Source: an optimization exercise on an open RTL-to-GDS flow (aim: small area, a short achievable clock period and few clock cycles). Production flows keep margins and buffers that such runs may drop. At most, simulation tests tie the RTL to the original design; equivalence was not proved. No activity file was given, so power comes from the tool's default toggle rates.

==> run B: inputs <==
==> flow/design.v (excerpt) <==
module scc_core (
    input  wire        clk,
    input  wire        rst,
    input  wire        cmd_valid,
    output wire        cmd_ready,
    input  wire [63:0] cmd_word,
    output wire        rsp_valid,
    input  wire        rsp_ready,
    output wire [63:0] rsp_word,
    output wire        prim_valid,
    output wire [3:0]  prim_kind,
    output wire [15:0] prim_addr,
    output wire [31:0] prim_arg,
    input  wire        prim_ack,
    input  wire        prim_fail,
    input  wire [7:0]  prim_rdata,
    output wire [1:0]  st_pst,
    output wire        st_strm,
    output wire        st_inited,
    output wire [2:0]  st_gpio_lvl,
    output wire [2:0]  st_gpio_dir,
    output wire        st_clk_en,
    output wire [31:0] st_clk_hz,
    output wire [3:0]  st_rail_en
);
    localparam [31:0] MCLK_HZ = 32'd24000000;
    localparam [3:0] P_BUSWRITE  = 4'd0;
    localparam [3:0] P_BUSREAD   = 4'd1;
    localparam [3:0] P_GPIODIR   = 4'd2;
    localparam [3:0] P_GPIOWRITE = 4'd3;
    localparam [3:0] P_CLKFREQ   = 4'd4;
    localparam [3:0] P_CLKEN     = 4'd5;
  ...
export LEC_CHECK = 0
export CAP_MARGIN = 20
export CORE_MARGIN = 2
export CORE_UTILIZATION = 55
export SETUP_SLACK_MARGIN = 5
export SLEW_MARGIN = 20
create_clock -name core_clock -period 10.0 [get_ports {clk}]
standard.sh (not shown) runs the stock make flow with config.mk's settings and CLKGATE_MAP_FILE= SYNTH_SCRIPT=/design/flow/synth_recipe.tcl, a recipe that flattens the netlist after the stock synthesis.
==> flow/flow/run.sh <==
#!/bin/bash
# Own layout flow: the standard ORFS flow (standard.sh, all steps), with the port
# buffers made of a plain buffer cell. Timing constraints are unchanged.
set -euo pipefail
export BUFFER_PORTS_ARGS="-buffer_cell sky130_fd_sc_hd__buf_1"
bash standard.sh > flow_make.log 2>&1
==> inputs of run F, as changes to run B <==
--- a/flow/design.v
+++ b/flow/design.v
@@ -51,11 +51,10 @@
     reg [31:0] pg;
     reg [7:0]  rs;          
     reg        rv;          
     reg        rshow;       
     reg        rpclk;       
-    reg        gpend;       
     reg        inited;
     reg        strm;
     reg [1:0]  pst;
     reg        mode_valid;
     reg [1:0]  mode_idx;
@@ -404,11 +403,11 @@
     wire b_gt159 = ~b_hi0_8 | ge16({8'd0, cb[7:0]}, 16'd160);
     wire b_le169 = b_hi0_8 & ~ge16({8'd0, cb[7:0]}, 16'd170);
     wire [8:0] g_set  = b_lt16 ? 9'd16 : ~b_hi0_9 ? 9'd511 : cb[8:0];
     wire [8:0] g_setx = b_lt16 ? 9'd16 : b_gt159 ? 9'd159 : {1'b0, cb[7:0]};
     wire [8:0] g_in   = op07 ? g_setx : g_set;
-    wire [7:0] code_in = (op07 & b_gt159) ? 8'd229 : gcode_rom(cb[7:0]);
+    wire [7:0] code_in = gcode_rom(g_in[7:0]);
     wire str_on_run = cb[0] & ~strm & (pst == 2'd2) & mode_valid;
     wire go_run = ok & (op01 | (op02 & pwr_legal) | (op03 & look_ok) | (op04 & str_on_run)
                         | ((op05 | op07) & mode_valid) | (op06 & b_le169));
     reg [7:0] st_in;     
     always @(*) begin
@@ -508,11 +507,10 @@
             cr    <= code_in;
             rs    <= st_in;
             rv    <= legal & op0a & mode_valid;
             rshow <= legal & (op08 | op09 | (op0a & mode_valid));
             rpclk <= legal & op0a & mode_valid & (cb[3:0] == 4'd6);
-            gpend <= ok & op06 & ~b_le169;
             t     <= op08 ? exp_r :
                      op09 ? {7'd0, gain_r} :
                      op0a ? mode_field16(mode_idx, cb[3:0]) :
                      op03 ? {14'd0, look_idx} :
                      op04 ? {14'd0, mode_idx} : shutter;
@@ -557,10 +555,11 @@
             if (cmd_valid) begin
                 idle_q <= 1'b0;
                 run_q  <= go_run;
                 rsp_q  <= ~go_run;
                 if (ok && op04 && !cb[0]) strm <= 1'b0;
+                if (ok && op06 && !b_le169) gain_r <= g_set;
             end
         end else if (run_q) begin
             if (prim_ack) begin
                 if (abt_q) begin
                     abt_q <= 1'b0;
@@ -617,11 +616,10 @@
                         endcase
                     end
                 end
             end
         end else if (rsp_q) begin
-            if (gpend) gain_r <= gt;
             if (rsp_ready) begin
                 rsp_q  <= 1'b0;
                 idle_q <= 1'b1;
             end
         end
==> flow/flow/run.sh (replaced) <==
#!/bin/bash
set -euo pipefail
export SETUP_SLACK_MARGIN=7
export BUFFER_PORTS_ARGS="-buffer_cell sky130_fd_sc_hd__buf_2"
bash standard.sh > flow_make.log 2>&1
--- a/flow/config.mk
+++ b/flow/config.mk
@@ -5,8 +5,7 @@
 export SDC_FILE = /design/flow/constraint.sdc
 export NUM_CORES = 4
 export LEC_CHECK = 0
 export CAP_MARGIN = 20
 export CORE_MARGIN = 2
-export CORE_UTILIZATION = 55
-export SETUP_SLACK_MARGIN = 5
+export CORE_UTILIZATION = 40
 export SLEW_MARGIN = 20
==> inputs of run Y, as changes to run B <==
--- a/flow/design.v
+++ b/flow/design.v
@@ -51,11 +51,10 @@
     reg [31:0] pg;
     reg [7:0]  rs;          
     reg        rv;          
     reg        rshow;       
     reg        rpclk;       
-    reg        gpend;       
     reg        inited;
     reg        strm;
     reg [1:0]  pst;
     reg        mode_valid;
     reg [1:0]  mode_idx;
@@ -404,11 +403,11 @@
     wire b_gt159 = ~b_hi0_8 | ge16({8'd0, cb[7:0]}, 16'd160);
     wire b_le169 = b_hi0_8 & ~ge16({8'd0, cb[7:0]}, 16'd170);
     wire [8:0] g_set  = b_lt16 ? 9'd16 : ~b_hi0_9 ? 9'd511 : cb[8:0];
     wire [8:0] g_setx = b_lt16 ? 9'd16 : b_gt159 ? 9'd159 : {1'b0, cb[7:0]};
     wire [8:0] g_in   = op07 ? g_setx : g_set;
-    wire [7:0] code_in = (op07 & b_gt159) ? 8'd229 : gcode_rom(cb[7:0]);
+    wire [7:0] code_in = gcode_rom(g_in[7:0]);
     wire str_on_run = cb[0] & ~strm & (pst == 2'd2) & mode_valid;
     wire go_run = ok & (op01 | (op02 & pwr_legal) | (op03 & look_ok) | (op04 & str_on_run)
                         | ((op05 | op07) & mode_valid) | (op06 & b_le169));
     reg [7:0] st_in;     
     always @(*) begin
@@ -508,11 +507,10 @@
             cr    <= code_in;
             rs    <= st_in;
             rv    <= legal & op0a & mode_valid;
             rshow <= legal & (op08 | op09 | (op0a & mode_valid));
             rpclk <= legal & op0a & mode_valid & (cb[3:0] == 4'd6);
-            gpend <= ok & op06 & ~b_le169;
             t     <= op08 ? exp_r :
                      op09 ? {7'd0, gain_r} :
                      op0a ? mode_field16(mode_idx, cb[3:0]) :
                      op03 ? {14'd0, look_idx} :
                      op04 ? {14'd0, mode_idx} : shutter;
@@ -557,10 +555,11 @@
             if (cmd_valid) begin
                 idle_q <= 1'b0;
                 run_q  <= go_run;
                 rsp_q  <= ~go_run;
                 if (ok && op04 && !cb[0]) strm <= 1'b0;
+                if (ok && op06 && !b_le169) gain_r <= g_set;
             end
         end else if (run_q) begin
             if (prim_ack) begin
                 if (abt_q) begin
                     abt_q <= 1'b0;
@@ -617,11 +616,10 @@
                         endcase
                     end
                 end
             end
         end else if (rsp_q) begin
-            if (gpend) gain_r <= gt;
             if (rsp_ready) begin
                 rsp_q  <= 1'b0;
                 idle_q <= 1'b1;
             end
         end
==> flow/run.sh (new file) <==
#!/bin/bash
# synth_recipe.tcl (not shown) runs the flow's synth.tcl, then flattens the netlist and writes it again
# the make line also repeats each setting of config.mk as NAME=value (left out here)
make -C /OpenROAD-flow-scripts/flow DESIGN_CONFIG=/design/flow/config.mk WORK_HOME=/design/flow/orfs CLKGATE_MAP_FILE= SYNTH_SCRIPT=/design/flow/synth_recipe.tcl finish
==> flow/config.mk (replaced) <==
export PLATFORM = sky130hd
export DESIGN_NAME = scc_core
export DESIGN_NICKNAME = scc_core
export VERILOG_FILES = /design/flow/design.v
export SDC_FILE = /design/flow/constraint.sdc
export NUM_CORES = 4
export LEC_CHECK = 0
export CAP_MARGIN = 20
export CORE_AREA = 5 5 225 225
export DIE_AREA = 0 0 230 230
export SLEW_MARGIN = 20
removed: flow/flow/run.sh
removed: flow/standard.sh
==> run notes <==
- Combinational power: run B < run Y < run F.
- Synthesized cell count is the same in run F and run Y.
- First-iteration DRC count: run Y < run B < run F.
- The lowest maximum frequency belongs to run Y, the highest to run B.
- Of run B and run Y, run Y has the higher via count (gap 4.5%, measured against run Y).
- The highest cell area belongs to run F, the lowest to run B.
- In run B the global-route usage is higher than in run F, by 2.4 points.
- Sequential power: run B > run Y > run F.
- Power is about the same in run Y and run F.
- Between run Y and run B, the lower routed wire length is in run B (gap about 30%, measured against run B).
Testbench counts of run F, summed over its fixed seeds: cycles 21,737.
Testbench counts of run Y, summed over its fixed seeds: cycles 21,737.
No functional check of the RTL was part of run B.

==> run a <==
scc_core, a different RTL version from the one above (not shown whole).
Settings: LEC_CHECK=0, CAP_MARGIN=20, CORE_MARGIN=2, CORE_UTILIZATION=55, CTS_BUF_LIST=sky130_fd_sc_hd__clkbuf_4 sky130_fd_sc_hd__clkbuf_8, SLEW_MARGIN=20, SKIP_REPAIR_TIE_FANOUT=1; clock period 10.0 ns.
==> flow/flow/run.sh <==
#!/bin/bash
set -euo pipefail
export SETUP_SLACK_MARGIN=6
export BUFFER_PORTS_ARGS="-buffer_cell sky130_fd_sc_hd__buf_1"
echo 'export DONT_USE_CELLS += sky130_fd_sc_hd__ha_1 sky130_fd_sc_hd__ha_2 sky130_fd_sc_hd__ha_4 sky130_fd_sc_hd__fa_1 sky130_fd_sc_hd__fa_2 sky130_fd_sc_hd__fa_4' >> config.mk
echo 'export SKIP_REPAIR_TIE_FANOUT = 1' >> config.mk
bash standard.sh > flow_make.log 2>&1
==> inputs of run b, as changes to run a <==
--- a/flow/design.v
+++ b/flow/design.v
@@ -411,17 +411,17 @@
     wire a_2592 = (ca == 28'd2592);
     wire a_1920 = (ca == 28'd1920);
     wire a_1280 = (ca == 28'd1280);
     wire m0 = a_2592 & (cb == 28'd1944);
     wire m1 = a_1920 & (cb == 28'd1080);
     wire m2 = a_1280 & (cb == 28'd960);
     wire m3 = a_1280 & (cb == 28'd720);
     wire look_ok = m0 | m1 | m2 | m3;
-    wire [1:0] look_idx = {m2 | m3, m1 | m3};
+    wire [1:0] look_idx = {~ca[11] & ~ca[7], ca[7] | (~ca[11] & ~cb[8])};
     wire [15:0] shutter = ca[19:4] | {16{~(ca[27:20] == 8'd0)}};
     wire b_gt159 = ~b_hi0_8 | ge16({8'd0, cb[7:0]}, 16'd160);
     wire b_le169 = b_hi0_8 & ~ge16({8'd0, cb[7:0]}, 16'd170);
     wire [7:0] code_in = (op07 & b_gt159) ? 8'd229 : gcode_rom(cb[7:0]);
     wire str_on_run = cb[0] & ~strm & (pst == 2'd2) & mode_valid;
     wire go_run = ok & (op01 | (op02 & pwr_legal) | (op03 & look_ok) | (op04 & str_on_run)
                         | ((op05 | op07) & mode_valid) | (op06 & b_le169));
     reg [7:0] st_in;     
@@ -544,25 +544,29 @@
                 else if (fail) begin
                     rs <= st_fail;
                     if (scope_held) begin
                         pk <= P_SCOPEREL;
                         pa <= 16'd0;
                         pg <= 8'd1;
                         pc <= 5'd0;
                     end
-                end else if (cls == C_INIT && !id_ok) begin
-                    rs       <= 8'h10;
-                    rshow_lo <= 1'b1;
-                end else if (last) begin
-                    upc <= 5'd0;
                 end else begin
-                    upc  <= upc_n;
-                    gsel <= nxt_gsel;
-                    {pk, pa, pg, pc} <= nxt;
+                    if (!last) begin
+                        gsel <= nxt_gsel;
+                        {pk, pa, pg, pc} <= nxt;
+                    end
+                    if (cls == C_INIT && !id_ok) begin
+                        rs       <= 8'h10;
+                        rshow_lo <= 1'b1;
+                    end else if (last) begin
+                        upc <= 5'd0;
+                    end else begin
+                        upc <= upc_n;
+                    end
                 end
             end
         end
         if (rst) begin
             idle_q     <= 1'b1;
             run_q      <= 1'b0;
             rsp_q      <= 1'b0;
             abt_q      <= 1'b0;
==> flow/flow/run.sh (replaced) <==
#!/bin/bash
set -euo pipefail
export SETUP_SLACK_MARGIN=6.65
export BUFFER_PORTS_ARGS="-buffer_cell sky130_fd_sc_hd__buf_1"
echo 'export DONT_USE_CELLS += sky130_fd_sc_hd__ha_1 sky130_fd_sc_hd__ha_2 sky130_fd_sc_hd__ha_4 sky130_fd_sc_hd__fa_1 sky130_fd_sc_hd__fa_2 sky130_fd_sc_hd__fa_4' >> config.mk
echo 'export SKIP_REPAIR_TIE_FANOUT = 1' >> config.mk
bash standard.sh > flow_make.log 2>&1
==> flow/config.mk (replaced) <==
export PLATFORM = sky130hd
export DESIGN_NAME = scc_core
export DESIGN_NICKNAME = scc_core
export VERILOG_FILES = /design/flow/design.v
export SDC_FILE = /design/flow/constraint.sdc
export NUM_CORES = 4
export LEC_CHECK = 0
export ABC_AREA = 1
export CAP_MARGIN = 20
export CORE_MARGIN = 2
export CORE_UTILIZATION = 55
export CTS_BUF_LIST = sky130_fd_sc_hd__clkbuf_4 sky130_fd_sc_hd__clkbuf_8
export SLEW_MARGIN = 20
export DONT_USE_CELLS += sky130_fd_sc_hd__ha_1 sky130_fd_sc_hd__ha_2 sky130_fd_sc_hd__ha_4 sky130_fd_sc_hd__fa_1 sky130_fd_sc_hd__fa_2 sky130_fd_sc_hd__fa_4
export SKIP_REPAIR_TIE_FANOUT = 1
==> inputs of run c, as changes to run a <==
--- a/flow/design.v
+++ b/flow/design.v
@@ -50,18 +50,17 @@
     reg [7:0]  cr;          
     reg        gsel;        
     reg [3:0]  pk;          
     reg [15:0] pa;
     reg [7:0]  pg;          
     reg [4:0]  pc;          
     reg [7:0]  rs;          
     reg        rv;          
-    reg        rshow_lo;    
-    reg        rshow_hi;    
+    reg        rshow;       
     reg        rpclk;       
     reg        gpend;       
     reg        inited;
     reg        strm;
     reg        soff;        
     reg [1:0]  pst;
     reg        mode_valid;
     reg [1:0]  mode_idx;
@@ -411,17 +410,17 @@
     wire a_2592 = (ca == 28'd2592);
     wire a_1920 = (ca == 28'd1920);
     wire a_1280 = (ca == 28'd1280);
     wire m0 = a_2592 & (cb == 28'd1944);
     wire m1 = a_1920 & (cb == 28'd1080);
     wire m2 = a_1280 & (cb == 28'd960);
     wire m3 = a_1280 & (cb == 28'd720);
     wire look_ok = m0 | m1 | m2 | m3;
-    wire [1:0] look_idx = {m2 | m3, m1 | m3};
+    wire [1:0] look_idx = {~ca[11] & ~ca[7], ca[7] | (~ca[11] & ~cb[8])};
     wire [15:0] shutter = ca[19:4] | {16{~(ca[27:20] == 8'd0)}};
     wire b_gt159 = ~b_hi0_8 | ge16({8'd0, cb[7:0]}, 16'd160);
     wire b_le169 = b_hi0_8 & ~ge16({8'd0, cb[7:0]}, 16'd170);
     wire [7:0] code_in = (op07 & b_gt159) ? 8'd229 : gcode_rom(cb[7:0]);
     wire str_on_run = cb[0] & ~strm & (pst == 2'd2) & mode_valid;
     wire go_run = ok & (op01 | (op02 & pwr_legal) | (op03 & look_ok) | (op04 & str_on_run)
                         | ((op05 | op07) & mode_valid) | (op06 & b_le169));
     reg [7:0] st_in;     
@@ -525,18 +524,17 @@
             pc       <= 5'd0;
             gt       <= cb[8:0];
             glo      <= b_hi0_4;
             ghi      <= op07 ? b_gt159 : ~b_hi0_9;
             cr       <= code_in;
             gsel     <= op06;
             rs       <= st_in;
             rv       <= legal & op0a & mode_valid;
-            rshow_lo <= legal & (op08 | op09 | (op0a & mode_valid));
-            rshow_hi <= legal & (op08 | op09 | (op0a & mode_valid));
+            rshow    <= legal & (op08 | op09 | (op0a & mode_valid));
             rpclk    <= legal & op0a & mode_valid & (cb[3:0] == 4'd6);
             gpend    <= ok & op06 & ~b_le169;
             t        <= op08 ? exp_r :
                         op09 ? {7'd0, gain_r} :
                         op0a ? mode_field16(mode_idx, cb[3:0]) : shutter;
         end else if (run_q) begin
             if (cls == C_INIT) t[7:0] <= prim_rdata;
             if (prim_ack) begin
@@ -544,25 +542,29 @@
                 else if (fail) begin
                     rs <= st_fail;
                     if (scope_held) begin
                         pk <= P_SCOPEREL;
                         pa <= 16'd0;
                         pg <= 8'd1;
                         pc <= 5'd0;
                     end
-                end else if (cls == C_INIT && !id_ok) begin
-                    rs       <= 8'h10;
-                    rshow_lo <= 1'b1;
-                end else if (last) begin
-                    upc <= 5'd0;
                 end else begin
-                    upc  <= upc_n;
-                    gsel <= nxt_gsel;
-                    {pk, pa, pg, pc} <= nxt;
+                    if (!last) begin
+                        gsel <= nxt_gsel;
+                        {pk, pa, pg, pc} <= nxt;
+                    end
+                    if (cls == C_INIT && !id_ok) begin
+                        rs       <= 8'h10;
+                        rshow    <= 1'b1;
+                    end else if (last) begin
+                        upc <= 5'd0;
+                    end else begin
+                        upc <= upc_n;
+                    end
                 end
             end
         end
         if (rst) begin
             idle_q     <= 1'b1;
             run_q      <= 1'b0;
             rsp_q      <= 1'b0;
             abt_q      <= 1'b0;
@@ -652,17 +654,17 @@
                 idle_q <= 1'b1;
             end
         end
     end
     assign cmd_ready   = idle_q;
     assign rsp_valid   = rsp_q;
     assign rsp_word    = {rs, rv, 7'd0, 11'd0, upc,
                           3'd0, rpclk, 4'd0, rpclk, 2'd0, rpclk, 3'd0, rpclk,
-                          t[15:8] & {8{rshow_hi}}, t[7:0] & {8{rshow_lo}}};
+                          t & {16{rshow}}};
     assign prim_valid  = run_q;
     assign prim_kind   = pk;
     assign prim_addr   = pa;
     assign prim_arg    = {arg_of(pc) >> 8, pg | (cr & {8{gsel}})};
     assign st_pst      = pst;
     assign st_strm     = strm & ~soff;
     assign st_inited   = inited;
     assign st_gpio_lvl = gpio_lvl;
==> flow/flow/run.sh (replaced) <==
#!/bin/bash
set -euo pipefail
export SETUP_SLACK_MARGIN=6.55
export BUFFER_PORTS_ARGS="-buffer_cell sky130_fd_sc_hd__buf_1"
echo 'export DONT_USE_CELLS += sky130_fd_sc_hd__ha_1 sky130_fd_sc_hd__ha_2 sky130_fd_sc_hd__ha_4 sky130_fd_sc_hd__fa_1 sky130_fd_sc_hd__fa_2 sky130_fd_sc_hd__fa_4' >> config.mk
echo 'export SKIP_REPAIR_TIE_FANOUT = 1' >> config.mk
bash standard.sh > flow_make.log 2>&1
==> flow/config.mk (replaced) <==
export PLATFORM = sky130hd
export DESIGN_NAME = scc_core
export DESIGN_NICKNAME = scc_core
export VERILOG_FILES = /design/flow/design.v
export SDC_FILE = /design/flow/constraint.sdc
export NUM_CORES = 4
export LEC_CHECK = 0
export ABC_AREA = 1
export CAP_MARGIN = 20
export CORE_MARGIN = 2
export CORE_UTILIZATION = 55
export CTS_BUF_LIST = sky130_fd_sc_hd__clkbuf_4 sky130_fd_sc_hd__clkbuf_8
export SLEW_MARGIN = 20
export DONT_USE_CELLS += sky130_fd_sc_hd__ha_1 sky130_fd_sc_hd__ha_2 sky130_fd_sc_hd__ha_4 sky130_fd_sc_hd__fa_1 sky130_fd_sc_hd__fa_2 sky130_fd_sc_hd__fa_4
export SKIP_REPAIR_TIE_FANOUT = 1
==> run notes <==
Slew headroom=36.7%; Reg power frac=46.0%; Logic inverters=206; CP Cell Sequence=buf_1, nor2_2, nand3_4, buf_4, nor3_4, buf_4, a21oi_1, o21ai_0, nand2_1; status=no timing/DRC/antenna violations; Post-CTS Setup Inserts=8; Hold Crit Start=clk_en$_SDFFE_PP0P_
That was run c.
==> run notes <==
CP Cell Sequence=clkbuf_2, buf_12, or4_4, or3_1, nor3_2, nand4_1, nor4_4, o41ai_4, or4b_1, o311ai_1; Slew headroom=26.2%; Reg power frac=45.1%; status=no timing/DRC/antenna violations; Hold Crit Start=gpio_dir[1]$_SDFFE_PP0P_; Post-CTS Setup Inserts=1
That was run a.
==> run notes <==
Logic inverters=210; Post-CTS Setup Inserts=16; Hold Crit Start=clk_en$_SDFFE_PP0P_; CP Cell Sequence=buf_1, nor2_1, nand2_1, nor2_4, clkinvlp_4, or2_4, o21ai_2, nand2_1, o21ai_1, a21oi_1, o21ai_1, o21ai_1; status=no timing/DRC/antenna violations
That was run b.
Testbench counts of run a, summed over its fixed seeds: cycles 21,737.
Testbench counts of run b, summed over its fixed seeds: cycles 21,737.
Testbench counts of run c, summed over its fixed seeds: cycles 21,737.

re-timing with driven ports:
Ports are ideal in the flow. The routed layouts listed here were re-timed in OpenROAD.
Step 1 assumes that a clkbuf_16 drives the clock port and a buf_2 every other input.
Step 2 times the ports against the registers' clock, not the clock port: input delays grow and output delays shrink by t, the midpoint of the rising clock arrivals with the driver on.
Three values: ideal ports, drivers, drivers and shift; two values: the first two.
run	t, ns	setup slack, ns	worst setup path at the end	latest minus earliest clock arrival (ns)	slew at the worst register clock pin (ns)
run B of note 1	0.465	5.333 / 5.334 / 4.887	input to register	0.011 / 0.012	0.07 / 0.07
run F of note 1	0.480	5.265 / 5.288 / 4.808	input to register	0.020 / 0.020	0.08 / 0.08
run Y of note 1	0.495	3.559 / 3.585 / 3.090	input to register	0.013 / 0.013	0.06 / 0.06
run a of note 2	0.510	6.036 / 6.058 / 5.549	input to register	0.017 / 0.017	0.10 / 0.10
run b of note 2	0.497	6.606 / 6.611 / 6.122	input to register	0.024 / 0.023	0.11 / 0.11
run c of note 2	0.492	6.556 / 6.548 / 6.082	input to register	0.016 / 0.016	0.10 / 0.10
After both steps setup and hold are still met in every run listed. The setup slack of run a of note 2, which loses most, moves by +0.022 ns with the drivers and by -0.487 ns with both steps.
